Source: an optimization exercise on an open RTL-to-GDS flow (aim: small area, a short achievable clock period and few clock cycles). Production flows keep margins and buffers that such runs may drop. Only simulation tests tie the RTL to the original design; equivalence was not proved. Power figures rest on the tool's default switching activity, not on a simulated workload.

==> wip/willow <==
==> flow/design.v (excerpt) <==
module sap3_core (
    input  wire         clk,
    input  wire         rst,           
    input  wire         step,          
    output wire [15:0]  imem_addr,     
    input  wire [31:0]  imem_data,     
    input  wire [15:0]  prog_len,      
    input  wire [7:0]   in_value,      
    output wire [8:0]   dmem_addr,     
    input  wire [7:0]   dmem_rdata,    
    output wire         dmem_we,       
    output wire [7:0]   dmem_wdata,
    output wire         ready,         
    output wire         stopped,       
    output wire         halted,
    output wire [3:0]   fault,
    output wire [7:0]   acc,
    output wire [127:0] regs,          
    output wire [8:0]   sp,
    output wire         flag_c,
    output wire         flag_z,
    output wire         out_valid,
    output wire [7:0]   out_data,
    output wire         print_valid,
    output wire [15:0]  print_tmpl
);
Settings: LEC_CHECK=0, ABC_AREA=1, CAP_MARGIN=20, CORE_MARGIN=2, CORE_UTILIZATION=40, SETUP_SLACK_MARGIN=4.6, SLEW_MARGIN=20; clock period 10.0 ns.
standard.sh (not shown) runs the stock make flow with config.mk's settings and CLKGATE_MAP_FILE= SYNTH_SCRIPT=/design/flow/synth_recipe.tcl, a recipe that flattens the netlist after the stock synthesis.
==> flow/flow/run.sh <==
#!/bin/bash
# The standard layout (standard.sh), with these changes:
#  - synthesis maps the logic with ABC's &nf mapper (flow/area.script, through
#    flow/synth_abc.tcl, which otherwise runs synth_recipe.tcl as it is, and
#    leaves out a few slow cells), and without Yosys's adder extraction
#    (ADDER_MAP_FILE empty), so ABC maps the adders too; the registers are
#    the standard synthesis's;
#  - the port buffers that ORFS inserts at global placement are
#    sky130_fd_sc_hd__buf_1 (ORFS otherwise picks the delay cell clkdlybuf4s50_1).
set -euo pipefail
work=$(pwd)
export FLOW_SYNTH_TCL=$work/synth_recipe.tcl
export FLOW_ABC_SCRIPT=$work/flow/area.script
bash standard.sh "SYNTH_SCRIPT=$work/flow/synth_abc.tcl" 'ADDER_MAP_FILE=' \
  'BUFFER_PORTS_ARGS=-buffer_cell sky130_fd_sc_hd__buf_1' finish > standard_flow.log 2>&1
==> flow/flow/area.script <==
&get -n
&st
&dch
&nf
&put
==> flow/flow/synth_abc.tcl <==
# The standard synthesis (synth_recipe.tcl in the work folder, unchanged),
# with one difference in Yosys's abc pass: it runs the ABC script named by
# FLOW_ABC_SCRIPT instead of ORFS's abc_area/abc_speed script, and it leaves
# out the cells whose pull-up is a stack of four transistors (nor4, or4, o41,
# a2111 families), which are slow on the paths from the record to the ports,
# and a222oi, the one logic cell with no stronger size. Only the combinational
# mapping changes; the registers are the standard synthesis's.
proc abc {args} {
  set i [lsearch -exact $args -script]
  if { $i >= 0 } { lset args [expr {$i + 1}] $::env(FLOW_ABC_SCRIPT) }
  foreach f {nor4 nor4b nor4bb or4 or4b or4bb o41a o41ai a2111o a2111oi} {
    foreach s {0 1 2 4} { lappend args -dont_use sky130_fd_sc_hd__${f}_$s }
  }
  lappend args -dont_use sky130_fd_sc_hd__a222oi_1
  yosys abc {*}$args
}
source $::env(FLOW_SYNTH_TCL)
==> wip/umber: changes against wip/willow <==
--- a/flow/design.v
+++ b/flow/design.v
@@ -174,16 +174,10 @@
     integer b;
     always @(*)
         for (b = 0; b < 8; b = b + 1)
             logic_res[b] = lut[{a_q[b], opb[b]}];
     wire [7:0] alu_res = is_arith_c ? sum : is_rot_c ? rot : logic_res;
-    wire [7:0] add_p  = a_q ^ add_x;
-    wire [7:0] add_k  = {a_q[6:0] | add_x[6:0], add_ci};
-    wire       z_add  = (add_p == add_k);
-    wire       z_rot  = (a_q == 8'd0);        
-    wire       z_log  = (logic_res == 8'd0);
-    wire       alu_zero = is_arith_c ? z_add : is_rot_c ? z_rot : z_log;
     wire alu_z = is_addr || is_addm || is_sub || is_and || is_or || is_xor ||
                  is_not || is_inc || is_dec || is_rol || is_ror || is_in;
     wire a_wr  = alu_z || is_lda || is_ldi || is_movra || is_pop;
     wire c_wr  = is_addr || is_addm;
     wire taken = is_jmp || (is_jz && z_q) || (is_jnz && !z_q) ||
@@ -218,11 +212,11 @@
     wire a_en = rst || (commit && a_wr);
     always @(posedge clk)
         if (a_en) a_q <= rst ? 8'd0 : alu_res;
     wire z_en = rst || (commit && alu_z);
     always @(posedge clk)
-        if (z_en) z_q <= !rst && alu_zero;
+        if (z_en) z_q <= !rst && (alu_res == 8'd0);
     wire c_en = rst || (commit && c_wr);
     always @(posedge clk)
         if (c_en) c_q <= !rst && cout;
     wire       rf_we   = commit && (is_ldr || is_ldri || is_movrr || is_movar);
     wire       rf_by_a = t[1] && !(t[0] && t[2]);
==> flow/flow/run.sh (replaced) <==
#!/bin/bash
# The standard layout, with the port buffers that ORFS inserts at global
# placement made sky130_fd_sc_hd__buf_1 (ORFS otherwise picks a delay buffer,
# clkdlybuf4s50_1). Every other step is the standard one.
set -euo pipefail
bash standard.sh 'BUFFER_PORTS_ARGS=-buffer_cell sky130_fd_sc_hd__buf_1' finish > standard_flow.log 2>&1
--- a/flow/config.mk
+++ b/flow/config.mk
@@ -7,7 +7,9 @@
 export LEC_CHECK = 0
 export ABC_AREA = 1
 export CAP_MARGIN = 20
 export CORE_MARGIN = 2
 export CORE_UTILIZATION = 40
-export SETUP_SLACK_MARGIN = 4.6
+export CTS_BUF_LIST = sky130_fd_sc_hd__clkbuf_8
+export CTS_CLUSTER_SIZE = 10
+export SETUP_SLACK_MARGIN = 4.5
 export SLEW_MARGIN = 20
removed: flow/flow/area.script
removed: flow/flow/synth_abc.tcl
==> summary of the runs <==
- wip/umber went through all stages and came out clean. wip/willow finished with timing, DRC and antenna clean.
- Power: wip/willow is larger than wip/umber (about 9%).
- Between wip/willow and wip/umber, the lower worst setup slack is in wip/willow (gap 0.030 ns).
- Sequential power: wip/willow is larger than wip/umber (2.2%).
- In wip/umber the utilization is lower than in wip/willow, by 2.0 points.
- In routed wire length, wip/umber and wip/willow hardly differ.
Testbench counts of wip/willow, summed over its fixed seeds: cycles 120,658.
Testbench counts of wip/umber, summed over its fixed seeds: cycles 120,658.

-- static timing again, ports no longer ideal --
The results above use ideal ports. As a check the final layouts listed here were re-extracted and re-timed, cells and wires unchanged. Step 1 assumes that a clkbuf_16 drives the clock port and a buf_2 every other input. Step 2 times the ports against the registers' clock, not the clock port: input delays grow and output delays shrink by t, the midpoint of the rising clock arrivals with the driver on. a / b / c = ideal ports / drivers / drivers and shift; a / b = the first two.
| run | t, ns | slack for setup (ns) | cell pins on the clock port's net |
|---|---|---|---|
| wip/willow | 0.485 | 4.506 / 4.401 / 4.320 | 1 |
| wip/umber | 0.512 | 4.536 / 4.489 / 4.236 | 1 |
After both steps setup and hold are still met in every run listed. For wip/umber, which loses most, drivers alone change the setup slack by -0.047 ns; drivers and shift together by -0.300 ns.
